What follows belongs to an exercise in optimizing a design on an open flow for small area, a short achievable clock period and few clock cycles; a production flow would make more cautious choices. Function was checked by simulation only, so behaviour that the tests miss may differ from the original. Power is estimated from default activity; no workload was simulated.

$ cat flow/run.sh
#!/bin/bash
set -euo pipefail
bash standard.sh synth > synth.log 2>&1
bash standard.sh SETUP_SLACK_MARGIN=7.5 \
  "BUFFER_PORTS_ARGS=-buffer_cell sky130_fd_sc_hd__buf_1" \
  finish > layout.log 2>&1
$ cat standard.sh
#!/bin/bash
# synth_recipe.tcl (not shown) runs the flow's synth.tcl, then flattens the netlist and writes it again
# the make line also repeats each setting of config.mk as NAME=value (left out here)
make -C /OpenROAD-flow-scripts/flow DESIGN_CONFIG=/design/flow/config.mk WORK_HOME=/design/flow/orfs CLKGATE_MAP_FILE= SYNTH_SCRIPT=/design/flow/synth_recipe.tcl "${@:-finish}"
$ cat config.mk
export PLATFORM = sky130hd
export DESIGN_NAME = hw6_core
export DESIGN_NICKNAME = hw6_core
export VERILOG_FILES = /design/flow/design.v
export SDC_FILE = /design/flow/constraint.sdc
export NUM_CORES = 4
export LEC_CHECK = 0
export CAP_MARGIN = 20
export CORE_MARGIN = 2
export CORE_UTILIZATION = 50
export PLACE_DENSITY = 0.6
export SLEW_MARGIN = 20
$ cat constraint.sdc
create_clock -name core_clock -period 12.0 [get_ports {clk}]
set_input_delay 2.4000 -clock core_clock [delete_from_list [all_inputs] [get_ports {clk}]]
set_output_delay 2.4000 -clock core_clock [all_outputs]
set_load 0.01 [all_outputs]
$ cat design.v
module hw6_core (
    input  wire         clk,
    input  wire         rst,             
    input  wire [13:0]  prog_len,        
    output wire [13:0]  imem_addr,
    input  wire [31:0]  imem_rdata,
    output wire         dmem_re,
    output wire         dmem_we,
    output wire [15:0]  dmem_addr,
    output wire [15:0]  dmem_wdata,
    output wire [1:0]   dmem_wstrb,
    input  wire [15:0]  dmem_rdata,
    output wire         ret_valid,
    output wire [13:0]  ret_pc,
    output wire         ret_xw,
    output wire [3:0]   ret_xw_idx,
    output wire [15:0]  ret_xw_data,
    output wire [3:0]   ret_vw_mask,
    output wire [3:0]   ret_vw_idx,
    output wire [63:0]  ret_vw_data,
    output wire [2:0]   ret_cc,
    output wire         ret_unknown,
    output wire [143:0] vtx_pos,         
    output wire [47:0]  vtx_col,         
    output wire [3:0]   gsr,             
    output wire         halted,
    output wire         fault,
    output wire [2:0]   fault_code,
    output wire [17:0]  fault_info
);
    localparam [7:0] OP_ADD_D   = 8'h00, OP_ADD_F   = 8'h01, OP_ADDI_D  = 8'h02,
                     OP_ADDI_F  = 8'h03, OP_VADD    = 8'h04, OP_AND_D   = 8'h05,
                     OP_ANDI_D  = 8'h06, OP_MOV     = 8'h07, OP_MOVI_D  = 8'h08,
                     OP_MOVI_F  = 8'h09, OP_VMOV    = 8'h0A, OP_VMOVI   = 8'h0B,
                     OP_CMP     = 8'h0C, OP_CMPI    = 8'h0D, OP_VCMOV   = 8'h0E,
                     OP_VCMOVI  = 8'h0F, OP_LDB     = 8'h10, OP_LDW     = 8'h11,
                     OP_STB     = 8'h12, OP_STW     = 8'h13, OP_SETVTX  = 8'h20,
                     OP_SETCOL  = 8'h21, OP_ROTATE  = 8'h22, OP_TRANSL  = 8'h23,
                     OP_SCALE   = 8'h24, OP_BEGINP  = 8'h25, OP_FLUSH   = 8'h26,
                     OP_DRAW    = 8'h27, OP_BRN     = 8'h30, OP_BRZ     = 8'h31,
                     OP_BRP     = 8'h32, OP_BRNZ    = 8'h33, OP_BRNP    = 8'h34,
                     OP_BRZP    = 8'h35, OP_BRNZP   = 8'h36, OP_JMP     = 8'h37,
                     OP_JSR     = 8'h38, OP_JSRR    = 8'h39, OP_HALT    = 8'h40;
    localparam [2:0] F_PC = 3'd1, F_VIDX = 3'd3, F_MEM = 3'd4, F_RSV = 3'd5, F_UNPRED = 3'd7;
    localparam [3:0] PC_IDX = 4'd15, LR_IDX = 4'd14;
    function [2:0] cc_of;                 
        input [15:0] r;
        cc_of = r[15] ? 3'b100 : ((r == 16'd0) ? 3'b010 : 3'b001);
    endfunction
    function field_fault;
        input [31:0] w;
        reg [7:0] o;
        reg r_d, r_s1, r_s2, v_d, v_s1, v_s2;
        begin
            o = w[31:24];
            r_d  = (w[23:20] == PC_IDX);
            r_s1 = (w[19:16] == PC_IDX);
            r_s2 = (w[11:8] == PC_IDX);
            v_d  = (w[21:20] != 2'b00);
            v_s1 = (w[13:12] != 2'b00);
            v_s2 = (w[5:4] != 2'b00);
            case (o)
                OP_ADD_D, OP_ADD_F, OP_AND_D:             field_fault = r_d | r_s1 | r_s2;
                OP_ADDI_D, OP_ADDI_F, OP_ANDI_D,
                OP_LDB, OP_LDW, OP_STB, OP_STW:           field_fault = r_d | r_s1;
                OP_MOV, OP_CMP:                           field_fault = r_s1 | r_s2;
                OP_MOVI_D, OP_MOVI_F, OP_CMPI, OP_JMP:    field_fault = r_s1;
                OP_JSRR:                                  field_fault = (w[19:17] == 3'b111);
                OP_VADD:                                  field_fault = v_d | v_s1 | v_s2;
                OP_VMOV:                                  field_fault = v_d | v_s1;
                OP_VCMOV:                                 field_fault = v_d | r_s2;
                OP_VMOVI, OP_VCMOVI, OP_SETVTX, OP_SETCOL,
                OP_TRANSL:                                field_fault = v_d;
                default:                                  field_fault = 1'b0;
            endcase
        end
    endfunction
    function ccok;                        
        input [2:0] o;
        input [2:0] c;
        case (o)
            3'd0:    ccok = c[2];
            3'd1:    ccok = c[1];
            3'd2:    ccok = c[0];
            3'd3:    ccok = c[2] | c[1];
            3'd4:    ccok = c[2] | c[0];
            3'd5:    ccok = c[1] | c[0];
            default: ccok = 1'b1;
        endcase
    endfunction
    reg  [15:0]  xr [0:14];              
    reg  [63:0]  vr [0:15];              
    reg  [2:0]   cc;                     
    reg  [15:0]  vx [0:2];
    reg  [15:0]  vy [0:2];
    reg  [15:0]  vz [0:2];
    reg  [15:0]  cr, cg, cb;             
    reg  [1:0]   cur;
    reg  [3:0]   gsr_r;
    reg          halted_r;
    reg          fault_r;
    reg  [2:0]   fault_code_r;
    reg  [17:0]  fault_info_r;
    reg          stop;                   
    reg  [15:0]  vv;                     
    reg  [14:0]  xv;                     
    integer i;
    reg  signed [16:0] fpc;              
    reg  signed [16:0] dpc;              
    reg                dval;
    reg                fp_pred;          
    reg  [3:0]   bt_v;
    reg  [13:0]  bt_pc [0:3];
    reg  [13:0]  bt_tg [0:3];
    reg  [1:0]   bt_ptr;
    reg  [13:0]  ras;                    
    reg         eval;
    reg  [31:0] eir;
    reg  signed [16:0] epc;
    reg         e_pcbad;
    reg         e_excf;                  
    reg  [1:0]  eph;                     
    reg  [3:0]  e_wi;                    
    reg  [15:0] sel_va, sel_vb;          
    reg  [14:0] sel_xa, sel_xb;          
    reg         e_ccw;                   
    reg         e_useimm;                
    reg         e_ld;                    
    reg         e_pdir;                  
    reg         e_fpp;                   
    reg         e_pred;                  
    reg         m_re, m_we;
    reg  [15:0] m_addr, m_wdata;
    reg  [1:0]  m_wstrb;
    reg         w_valid;
    reg  [13:0] w_pc;
    reg         w_xw;
    reg  [3:0]  w_xi;
    reg  [15:0] w_xd;
    reg  [3:0]  w_vm;
    reg  [3:0]  w_vi;
    reg  [63:0] w_vd;
    reg  [2:0]  w_cc;
    reg         w_unk;
    reg         w_halt;
    reg  [5:0]  w_g;                     
    reg         w_prim;
    wire [7:0]  op    = eir[31:24];
    wire [3:0]  f_d   = eir[23:20];
    wire [3:0]  f_s1  = eir[19:16];
    wire [3:0]  f_s2  = eir[11:8];
    wire [5:0]  f_vd  = eir[21:16];
    wire [5:0]  f_vs1 = eir[13:8];
    wire [5:0]  f_vs2 = eir[5:0];
    wire [1:0]  f_lane = eir[23:22];
    wire [15:0] imm   = eir[15:0];
    wire is_r3    = (op == OP_ADD_D) || (op == OP_ADD_F) || (op == OP_AND_D);
    wire is_ri    = (op == OP_ADDI_D) || (op == OP_ADDI_F) || (op == OP_ANDI_D);
    wire is_mem   = (op == OP_LDB) || (op == OP_LDW) || (op == OP_STB) || (op == OP_STW);
    wire is_store = (op == OP_STB) || (op == OP_STW);
    wire is_movi  = (op == OP_MOVI_D) || (op == OP_MOVI_F);
    wire is_gvec  = (op == OP_SETVTX) || (op == OP_SETCOL) || (op == OP_TRANSL);
    wire is_word  = (op == OP_LDW) || (op == OP_STW);
    wire is_br    = ((op[7:3] == 5'b00110) && (op[2:0] != 3'd7)) || (op == OP_JSR);
    wire known =
        (op <= OP_STW) ||
        ((op >= OP_SETVTX) && (op <= OP_DRAW)) ||
        ((op >= OP_BRN) && (op <= OP_JSRR)) ||
        (op == OP_HALT);
    reg [63:0] va, vb;
    reg [15:0] xa, xb;
    always @(*) begin
        va = 64'd0; vb = 64'd0; xa = 16'd0; xb = 16'd0;
        for (i = 0; i < 16; i = i + 1) begin
            va = va | ({64{sel_va[i]}} & vr[i]);
            vb = vb | ({64{sel_vb[i]}} & vr[i]);
        end
        for (i = 0; i < 15; i = i + 1) begin
            xa = xa | ({16{sel_xa[i]}} & xr[i]);
            xb = xb | ({16{sel_xb[i]}} & xr[i]);
        end
    end
    reg [2:0]  exc_code;
    reg [17:0] exc_info;
    always @(*) begin
        exc_code = F_RSV;
        exc_info = {14'd0, PC_IDX};
        if (op == OP_JSRR && f_s1 == LR_IDX) begin
            exc_code = F_UNPRED; exc_info = {14'd0, LR_IDX};
        end else if (op == OP_VADD || op == OP_VMOV || op == OP_VMOVI || op == OP_VCMOV ||
                     op == OP_VCMOVI || is_gvec) begin
            if (f_vd[5:4] != 2'b00) begin
                exc_code = F_VIDX; exc_info = {12'd0, f_vd};
            end else if ((op == OP_VADD || op == OP_VMOV) && f_vs1[5:4] != 2'b00) begin
                exc_code = F_VIDX; exc_info = {12'd0, f_vs1};
            end else if (op == OP_VADD && f_vs2[5:4] != 2'b00) begin
                exc_code = F_VIDX; exc_info = {12'd0, f_vs2};
            end
        end
    end
    wire signed [17:0] ea = $signed({2'b00, xa}) + $signed({{2{imm[15]}}, imm});
    wire ea_bad = ea[17] || ea[16] || (is_word && (ea[15:0] == 16'hFFFF));
    wire [15:0] opb  = e_useimm ? imm : xb;
    wire [15:0] sum  = xa + opb;
    wire [15:0] andv = xa & opb;
    wire        lt   = $signed(xa) < $signed(opb);
    wire        eq   = (xa == opb);
    reg        ex_xw;
    reg [15:0] ex_xd;
    reg [2:0]  ex_cc;
    always @(*) begin
        ex_xw = 1'b0;
        ex_xd = 16'd0;
        ex_cc = 3'b000;
        case (op)
            OP_ADD_D, OP_ADD_F, OP_ADDI_D, OP_ADDI_F: begin
                ex_xw = 1'b1; ex_xd = sum; ex_cc = cc_of(sum);
            end
            OP_AND_D, OP_ANDI_D: begin
                ex_xw = 1'b1; ex_xd = andv; ex_cc = cc_of(andv);
            end
            OP_MOV: begin
                ex_xw = 1'b1; ex_xd = xb; ex_cc = cc_of(xb);
            end
            OP_MOVI_D, OP_MOVI_F: begin
                ex_xw = 1'b1; ex_xd = imm; ex_cc = cc_of(imm);
            end
            OP_CMP, OP_CMPI: begin
                ex_cc = lt ? 3'b100 : (eq ? 3'b010 : 3'b001);
            end
            OP_JSR, OP_JSRR: begin
                ex_xw = 1'b1; ex_xd = {epc_inc[13:0], 2'b00};
            end
            default: ;
        endcase
    end
    reg [3:0]  ex_vm;
    reg [63:0] ex_vd;
    always @(*) begin
        ex_vm = 4'b0000;
        ex_vd = va;
        case (op)
            OP_VADD: begin
                ex_vm = 4'b1111;
                ex_vd = {va[63:48] + vb[63:48], va[47:32] + vb[47:32],
                         va[31:16] + vb[31:16], va[15:0]  + vb[15:0]};
            end
            OP_VMOV: begin
                ex_vm = 4'b1111; ex_vd = va;
            end
            OP_VMOVI: begin
                ex_vm = 4'b1111; ex_vd = {4{imm}};
            end
            OP_VCMOV: begin
                ex_vm = 4'b0001 << f_lane; ex_vd = {4{xb}};
            end
            OP_VCMOVI: begin
                ex_vm = 4'b0001 << f_lane; ex_vd = {4{imm}};
            end
            default: ;
        endcase
    end
    wire e_live    = eval && !stop;
    wire e_ok      = e_live && !e_pcbad && !e_excf;      
    wire e_fault   = e_live && (e_pcbad || e_excf || (is_mem && eph == 2'd0 && ea_bad));
    wire e_commit  = e_ok && !e_ld && !(is_store && ea_bad);
    wire e_ld_ph0  = e_ok && e_ld && (eph == 2'd0) && !ea_bad;
    wire e_ld_done = e_ok && e_ld && (eph == 2'd2);
    wire e_tk      = (op == OP_JSR) || ccok(op[2:0], cc);
    wire e_brmiss  = e_ok && is_br && (e_tk != e_pdir);
    wire e_jmpmiss = e_ok && (op == OP_JSRR ||
                              (op == OP_JMP && !(e_pred && fpc == {3'b000, xa[15:2]})));
    wire signed [16:0] epc_inc = epc + 17'sd1;
    wire signed [16:0] e_tgt   = epc_inc + {imm[15], imm};
    wire e_redirect = e_brmiss || e_jmpmiss;
    wire signed [16:0] e_rtgt = !e_brmiss ? {3'b000, xa[15:2]} :
                                e_tk ? e_tgt : epc_inc;
    wire e_alloc   = e_ok && is_br && e_tk && !e_fpp && (e_tgt[16:14] == 3'b000);
    wire e_free    = !eval || !(e_ld && eph != 2'd2);
    wire [31:0] diw  = imem_rdata;
    wire [7:0]  dop  = diw[31:24];
    wire d_condbr = (dop[7:3] == 5'b00110) && (dop[2:0] != 3'd6) && (dop[2:0] != 3'd7);
    wire d_uncond = (dop == OP_BRNZP) || (dop == OP_JSR);
    wire d_jmp    = (dop == OP_JMP);
    wire d_load   = (dop == OP_LDB) || (dop == OP_LDW);
    wire d_store  = (dop == OP_STB) || (dop == OP_STW);
    wire d_gvec   = (dop == OP_SETVTX) || (dop == OP_SETCOL) || (dop == OP_TRANSL);
    wire d_pcbad  = dpc[16] || (dpc[15:0] >= {2'b00, prog_len});
    wire signed [16:0] d_target = dpc + 17'sd1 + {diw[15], diw[15:0]};
    wire signed [16:0] dpc_inc  = dpc + 17'sd1;
    wire d_late  = eval && (e_ccw || e_ld);               
    wire d_ccok  = ccok(dop[2:0], cc);
    wire d_rtk   = d_uncond || (d_condbr && !d_late && d_ccok);
    wire d_rnt   = d_condbr && !d_late && !d_ccok;
    wire d_pdir  = fp_pred ? !d_rnt : d_rtk;
    wire dgo     = dval && !stop && e_free;               
    wire e_take  = dgo && !e_redirect;
    wire d_redir = dgo && !d_pcbad && (fp_pred ? d_rnt : (d_rtk || d_jmp));
    wire signed [16:0] d_next = fp_pred ? dpc_inc : d_jmp ? {3'b000, ras} : d_target;
    wire hold    = (dgo && d_load) || (eval && e_ld && eph == 2'd0);
    reg        p_hit;
    reg [13:0] p_tgt;
    always @(*) begin
        p_hit = 1'b0;
        p_tgt = 14'd0;
        for (i = 0; i < 4; i = i + 1)
            if (bt_v[i] && bt_pc[i] == fpc[13:0]) begin
                p_hit = 1'b1;
                p_tgt = p_tgt | bt_tg[i];
            end
        if (fpc[16:14] != 3'b000) p_hit = 1'b0;
    end
    wire [15:0] ld_val = eir[24] ? dmem_rdata : {8'd0, dmem_rdata[7:0]};
    wire [2:0]  ld_cc  = cc_of(ld_val);
    wire        is_vcm = (op == OP_VCMOV) || (op == OP_VCMOVI);
    wire [3:0]  vw_en  = e_ok ? (ex_vm | {4{is_vcm && !vv[f_vd[3:0]]}}) : 4'b0000;
    wire [63:0] vw_data;
    genvar g;
    generate for (g = 0; g < 4; g = g + 1) begin : lanes
        assign vw_data[16*g +: 16] = (is_vcm && !ex_vm[g]) ? 16'd0 : ex_vd[16*g +: 16];
    end endgenerate
    wire        xw_en   = (e_ok && ex_xw) || e_ld_done;
    wire [3:0]  xw_idx  = e_ld_done ? f_d : e_wi;
    wire [15:0] xw_data = e_ld_done ? ld_val : ex_xd;
    reg  [15:0] vv_next;
    reg  [14:0] xv_next;
    always @(*) begin
        for (i = 0; i < 16; i = i + 1)
            vv_next[i] = vv[i] || (vw_en != 4'b0000 && f_vd[3:0] == i);
        for (i = 0; i < 15; i = i + 1)
            xv_next[i] = xv[i] || (xw_en && xw_idx == i);
    end
    wire [3:0] d_va_idx = d_gvec ? diw[19:16] : diw[11:8];
    wire [3:0] d_xb_idx = d_store ? diw[23:20] : diw[11:8];
    always @(posedge clk) begin
        if (rst) begin
            fpc <= 17'sd0;
            dpc <= 17'sd0;
            dval <= 1'b0;
            fp_pred <= 1'b0;
            bt_v <= 4'd0;
            bt_ptr <= 2'd0;
            ras <= 14'd0;
            eval <= 1'b0;
            eph <= 2'd0;
            stop <= 1'b0;
            m_re <= 1'b0;
            m_we <= 1'b0;
            w_valid <= 1'b0;
            w_halt <= 1'b0;
            w_g <= 6'd0;
        end else begin
            if (e_redirect)   fpc <= e_rtgt;
            else if (d_redir) fpc <= d_next;
            else if (!hold)   fpc <= p_hit ? {3'b000, p_tgt} : fpc + 17'sd1;
            if (e_redirect || d_redir) fp_pred <= 1'b0;
            else if (!hold)            fp_pred <= p_hit;
            dpc <= fpc;
            dval <= !(e_redirect || d_redir);
            if (e_alloc) begin
                bt_v[bt_ptr] <= 1'b1;
                bt_pc[bt_ptr] <= epc[13:0];
                bt_tg[bt_ptr] <= e_tgt[13:0];
                bt_ptr <= bt_ptr + 2'd1;
            end
            if (e_ok && op == OP_JSRR)
                ras <= epc_inc[13:0];
            else if (e_take && dop == OP_JSR)
                ras <= dpc_inc[13:0];
            if (e_take) begin
                eval <= 1'b1;
                eph <= 2'd0;
            end else if (e_ld_ph0) begin
                eph <= 2'd1;
            end else if (e_ok && e_ld && eph == 2'd1) begin
                eph <= 2'd2;
            end else if (e_commit || e_ld_done) begin
                eval <= 1'b0;
            end
            if (e_fault || (e_commit && op == OP_HALT))
                stop <= 1'b1;
            m_re <= e_ld_ph0;
            m_we <= e_commit && is_store;
            w_valid <= e_commit || e_ld_done;
            w_halt  <= e_ok && op == OP_HALT;
            w_g     <= e_ok ? {op == OP_DRAW, op == OP_FLUSH, op == OP_BEGINP,
                               op == OP_TRANSL, op == OP_SETCOL, op == OP_SETVTX} : 6'd0;
        end
        if (dgo) begin
            eir <= diw;
            epc <= dpc;
            e_pcbad <= d_pcbad;
            e_excf <= field_fault(diw);
            for (i = 0; i < 16; i = i + 1) begin
                sel_va[i] <= (d_va_idx == i) && vv_next[i];
                sel_vb[i] <= (diw[3:0] == i) && vv_next[i];
            end
            for (i = 0; i < 15; i = i + 1) begin
                sel_xa[i] <= (diw[19:16] == i) && xv_next[i];
                sel_xb[i] <= (d_xb_idx == i) && xv_next[i];
            end
            e_wi <= (dop == OP_MOV || dop == OP_MOVI_D || dop == OP_MOVI_F) ? diw[19:16] :
                    (dop == OP_JSR || dop == OP_JSRR) ? LR_IDX : diw[23:20];
            e_ccw <= (dop <= OP_AND_D && dop != OP_VADD) || dop == OP_ANDI_D ||
                     dop == OP_MOV || dop == OP_MOVI_D || dop == OP_MOVI_F ||
                     dop == OP_CMP || dop == OP_CMPI;
            e_useimm <= dop == OP_ADDI_D || dop == OP_ADDI_F || dop == OP_ANDI_D ||
                        dop == OP_CMPI;
            e_ld <= d_load;
            e_pdir <= d_pdir;
            e_fpp <= fp_pred;
            e_pred <= !fp_pred && d_jmp;
        end
        if (e_ok && is_mem) m_addr <= ea[15:0];
        if (e_ok && is_store) begin
            m_wdata <= xb;
            m_wstrb <= is_word ? 2'b11 : 2'b01;
        end
        w_prim  <= (f_s1 != 4'd0);
        w_pc    <= epc[13:0];
        w_xw    <= e_ld_done ? 1'b1 : ex_xw;
        w_xi    <= e_ld_done ? f_d : e_wi;
        w_xd    <= e_ld_done ? ld_val : ex_xd;
        w_vm    <= e_ld_done ? 4'b0000 : ex_vm;
        w_vi    <= f_vd[3:0];
        w_vd    <= vw_data;
        w_cc    <= e_ld_done ? ld_cc : (e_ccw ? ex_cc : cc);
        w_unk   <= !known;
        if (xw_en) xr[xw_idx] <= xw_data;
        if (vw_en[0]) vr[f_vd[3:0]][15:0]  <= vw_data[15:0];
        if (vw_en[1]) vr[f_vd[3:0]][31:16] <= vw_data[31:16];
        if (vw_en[2]) vr[f_vd[3:0]][47:32] <= vw_data[47:32];
        if (vw_en[3]) vr[f_vd[3:0]][63:48] <= vw_data[63:48];
        if (rst) begin
            cc <= 3'b000;
            vv <= 16'd0;
            xv <= 15'd0;
            for (i = 0; i < 3; i = i + 1) begin
                vx[i] <= 16'd0; vy[i] <= 16'd0; vz[i] <= 16'd0;
            end
            cr <= 16'd0; cg <= 16'd0; cb <= 16'd0;
            cur <= 2'd0;
            gsr_r <= 4'd0;
            halted_r <= 1'b0;
            fault_r <= 1'b0;
            fault_code_r <= 3'd0;
            fault_info_r <= 18'd0;
        end else begin
            vv <= vv_next;
            xv <= xv_next;
            if (e_ok && e_ccw) cc <= ex_cc;
            if (e_ld_done) cc <= ld_cc;
            if (e_fault) begin
                fault_r <= 1'b1;
                if (e_pcbad) begin
                    fault_code_r <= F_PC;
                    fault_info_r <= {epc[16], epc};
                end else if (e_excf) begin
                    fault_code_r <= exc_code;
                    fault_info_r <= exc_info;
                end else begin
                    fault_code_r <= F_MEM;
                    fault_info_r <= ea;
                end
            end
            if (w_halt) halted_r <= 1'b1;
            if (w_g[0]) begin
                for (i = 0; i < 3; i = i + 1)
                    if (cur == i) begin
                        vx[i] <= {4'd0, w_vd[31:20]};
                        vy[i] <= {4'd0, w_vd[47:36]};
                        vz[i] <= {4'd0, w_vd[63:52]};
                    end
                cur <= (cur == 2'd2) ? 2'd0 : cur + 2'd1;
            end
            if (w_g[1]) begin
                cr <= {4'd0, w_vd[15:4]};
                cg <= {4'd0, w_vd[31:20]};
                cb <= {4'd0, w_vd[47:36]};
            end
            if (w_g[2]) begin
                for (i = 0; i < 3; i = i + 1) begin
                    vx[i] <= vx[i] + {{4{w_vd[31]}}, w_vd[31:20]};
                    vy[i] <= vy[i] + {{4{w_vd[47]}}, w_vd[47:36]};
                end
            end
            if (w_g[3]) gsr_r[1:0] <= w_prim ? 2'b10 : 2'b01;
            if (w_g[4]) gsr_r[3:2] <= 2'b10;
            if (w_g[5]) gsr_r[3:2] <= 2'b01;
        end
    end
    assign imem_addr  = fpc[13:0];
    assign dmem_re    = m_re;
    assign dmem_we    = m_we;
    assign dmem_addr  = m_addr;
    assign dmem_wdata = m_wdata;
    assign dmem_wstrb = m_wstrb;
    assign ret_valid   = w_valid;
    assign ret_pc      = w_pc;
    assign ret_xw      = w_xw;
    assign ret_xw_idx  = w_xi;
    assign ret_xw_data = w_xd;
    assign ret_vw_mask = w_vm;
    assign ret_vw_idx  = w_vi;
    assign ret_vw_data = w_vd;
    assign ret_cc      = w_cc;
    assign ret_unknown = w_unk;
    assign vtx_pos = {vz[2], vy[2], vx[2], vz[1], vy[1], vx[1], vz[0], vy[0], vx[0]};
    assign vtx_col = {cb, cg, cr};
    assign gsr     = gsr_r;
    assign halted     = halted_r;
    assign fault      = fault_r;
    assign fault_code = fault_code_r;
    assign fault_info = fault_info_r;
endmodule
==> flow_summary.json <==
{
  "status": "complete, no violations",
  "slowest_stage": "a221o_1",
  "clock.fmax_ghz": 0.220,
  "yosys.cell_count.top_type": "edfxtp_1",
  "crit_path_frequent_cell": "buf_4",
  "grt_pass1_vias": 72100,
  "num_vias": 77400,
  "die-height_um": 430,
  "ys_warn_count": 4,
  "finalMaxSlewViolations": 0,
  "relSlewSlack": 0.0760,
  "port_buffers": 419,
  "p_total_w": 0.0160,
  "synth.mux.area_fraction": 0.00922,
  "groute.usage.overall": 0.396,
  "ant_nets": 0,
  "synth_xor_area_frac": 0.0260,
  "final-instance-count-excl-fill": 10800,
  "synthDistinctLibCells": 95,
  "power.share.clock": 0.425,
  "grt_max_degree": 86,
  "rows": 156,
  "grt_pass1_wl_um": 527000,
  "grt_setup_unrepaired": "true",
  "hold_viol": 0,
  "io_pins": 445,
  "crit_family": "simple AND/OR/NAND/NOR gates",
  "crit_type": "flip-flop to flip-flop",
  "p_int_w": 0.0119,
  "crit_buf_inv": 2,
  "synth_top_family_by_area": "compound AO/OA/AOI/OAI gates",
  "cts-buffers-inserted": 200,
  "layout.nets": 8518,
  "synth_edf_count": 1532,
  "post-route-util": 0.601,
  "comb_power_share": 0.110,
  "finalSetupViolCount": 0,
  "crit_chain": "and2_1 -> nand2_1 -> nor2_1 -> buf_4 -> nor3_2 -> buf_4 -> a221o_1 -> a21oi_1 -> nor3_4",
  "vias_per_cell": 7.19,
  "cpPeakStageDelay_ns": 1.14,
  "synth_fa_ha_area_frac": 0.0378,
  "synth-simple-area-share": 0.101,
  "ir_drop_uv": 126,
  "grt-ovfl-total": 0,
  "start_util": 0.503,
  "powerDensity_nw_per_um2": 147,
  "cts_buffer_depth": 3,
  "synthTopCellsByArea": "edfxtp_1, dfxtp_1, a221oi_1, a22o_1, a22oi_1",
  "switchingPower_w": 0.00409,
  "tightestPinTransition_ns": 1.39,
  "cts_root_buffer": "clkbuf_16",
  "dp_slack_ns": 6.09,
  "startpoint_type": "flip-flop",
  "swShare": 0.255,
  "syn_area_per_cell_um2": 12.0,
  "synthCells": 7549,
  "drt_iter0_markers": 14200,
  "drc": 0,
  "cts_max_level": 4,
  "drive_gt1_frac": 0.156,
  "dp.final_hpwl_um": 217000,
  "p_seq_frac": 0.465,
  "synth_common_cells": "edfxtp_1, nor2_1, nand2_1",
  "core_um2": 181000,
  "fin_crit_ns": 4.55,
  "clock_latency_ns": 0.89,
  "ys_ff_latch": 1945,
  "finClkSkew_ns": 0.0396,
  "dpl.cell_count": 10100,
  "yosysSeqAreaShare": 0.597,
  "final.setup.tns_ns": 0,
  "cts.clk_slew.worst_paths_ns": 0.07,
  "netlist_area_um2": 90900,
  "cp.arrival_ns": 5.16,
  "synth_ff_type": "edfxtp_1",
  "wl_per_cell_um": 36.1,
  "synth_top_area_frac": 0.506,
  "synth_compound_area_frac": 0.198,
  "drv_cap": 0,
  "dr.pass1.iters": 22,
  "critPathRequiredTime_ns": 12.61,
  "period_share": 0.379,
  "clock_sinks": 1945,
  "hold_path.class": "flip-flop to flip-flop",
  "die_area_um2": 185000,
  "gp_congestion": 0.981,
  "setup_slack_ns": 7.45,
  "ys_async_sr_fraction": 0,
  "die_x_um": 430,
  "totalWireLength_um": 388000,
  "cp-end-kind": "flip-flop",
  "syn_to_final_growth_pct": 19.6,
  "path_max_fanout": 27,
  "tritoncts": "built",
  "grt_antenna_before_repair": 25,
  "synth_top_cell_by_area": "edfxtp_1",
  "p_leak_nw": 36.2
}
kinds of logic after synthesis:
logic type	Yosys count
DFF	1945
adders and majority gates	266
buffers and inverters	698
other	2
AOI/OAI and AO/OA	2390
and+or+nand+nor	1905
muxes	75
xor gates and xnor gates	268
path summary, 6_finish.rpt:
kind | start | endpoint | slack (ns) | cells past startpoint
setup / recovery | eir[27] | vr[8][11] | 7.45 | 9
hold / removal | epc[6] | w_pc[6] | 0.44 | 0
setup reg to reg | eir[27] | vr[8][11] | 7.45 | 9
hold reg to reg | epc[6] | w_pc[6] | 0.44 | 0
per-stage QoR:
stage | instance area (µm²) | hold slack [ns]
final | 109000 | 0.438
after global routing | 109000 | 0.450
after CTS | 106000 | 0.451
after detailed placement | 96300 | 0.439
after global placement | 96300 | 0.440
after floorplan | 91300 | 0.346
registers in the layout (all words and copies together), names as in the netlist, 17 cells and up:
name and cells:
bt_pc 56, bt_tg 56, dpc 17, eir 32
epc 17, fault_info_r 18, fpc 17, vr 1024
vx 48, vy 48, vz 36, w_vd 64
xr 240
timing repair:
action                                  4_1_cts  5_1_grt
resized for setup                           228      200
gates cloned                                 23       18
hold buffers                                  0        0
pin swaps                                    60      101
setup buffers                               122      112
endpoints found under the setup margin     1091      907
cell usage in the layout (no fill, tap or decap), types with 32 or more instances in the layout:
cell type	count
edfxtp_1	1532
nor2_1	500
nand2_1	447
a22oi_1	440
a22o_1	419
dfxtp_1	409
buf_1	408
a221oi_1	407
buf_4	391
a21oi_1	361
ha_1	230
clkbuf_16	219
nand4_1	202
xnor2_1	201
inv_1	148
o21ai_0	139
nor3_1	122
and3_1	113
nand3_1	113
nor2_2	73
buf_12	65
nor2b_1	62
xor2_1	51
mux2i_1	49
a222oi_1	47
a21o_1	47
a31oi_1	44
o21a_1	42
o211ai_1	41
nand2b_1	41
a211oi_1	36
clkinv_2	35
buf_6	32
power groups by stage:
| stage | clock network [W] | registers (W) | logic [W] |
|---|---|---|---|
| global route | 0.00707 | 0.00744 | 0.00179 |
| global placement | 0 | 0.00760 | 0.00138 |
| CTS | 0.00682 | 0.00744 | 0.00155 |
| detailed placement | 0 | 0.00760 | 0.00139 |
| floorplan | 0 | 0.00753 | 0.000853 |
| finish | 0.00680 | 0.00745 | 0.00176 |
layout make-up:
cell class | count | area (µm²)
Fill cell | 14400 | 72000
Sequential cell | 1945 | 54300
Multi-Input combinational cell | 4933 | 36100
Timing Repair Buffer | 954 | 7450
Clock buffer | 263 | 5640
Tap cell | 2370 | 2970
Clock inverter | 117 | 1570
Inverter | 154 | 591
Antenna cell | 22 | 55.1
metal layers:
metal / track usage / vias to the layer above / routed length [µm] / part of all wire
met5: 0.00104 / - / 185 / 0.00048
met4: 0.255 / 21 / 30400 / 0.078
met3: 0.108 / 1748 / 53900 / 0.14
met2: 0.591 / 6740 / 166000 / 0.43
met1: 0.510 / 37600 / 138000 / 0.36
li1: - / 31300 / - / -
Testbench counts, summed over its fixed seeds: cycles 81,954.

port drivers added, routing unchanged:
The flow's constraints put no driver on any port. The routed layout listed below was extracted and timed again, unchanged, in two steps.
Step 1 (the two cells are an assumption about what drives the block):
set clk [get_ports {clk}]
set_driving_cell -lib_cell sky130_fd_sc_hd__clkbuf_16 $clk
set_driving_cell -lib_cell sky130_fd_sc_hd__buf_2 [delete_from_list [all_inputs] $clk]
Step 2 moves the port delays by t, midway between the first and last clock arrival at a register: inputs arrive t later, outputs are due t later. That takes back most of the time a late clock gives input paths.
a / b / c = no drivers / after step 1 / after step 2; a / b = the first two.
shift t [ns]: 0.967
setup slack, ns: 7.447 / 7.447 / 6.556
latest minus earliest clock arrival (ns): 0.040 / 0.040
worst register clock-pin slew, ns: 0.07 / 0.07
worst slew at a driven data input, ns: 0.23
After both steps setup and hold are still met in this run. The setup slack of this run moves by 0.000 ns with the drivers and by -0.891 ns with both steps.
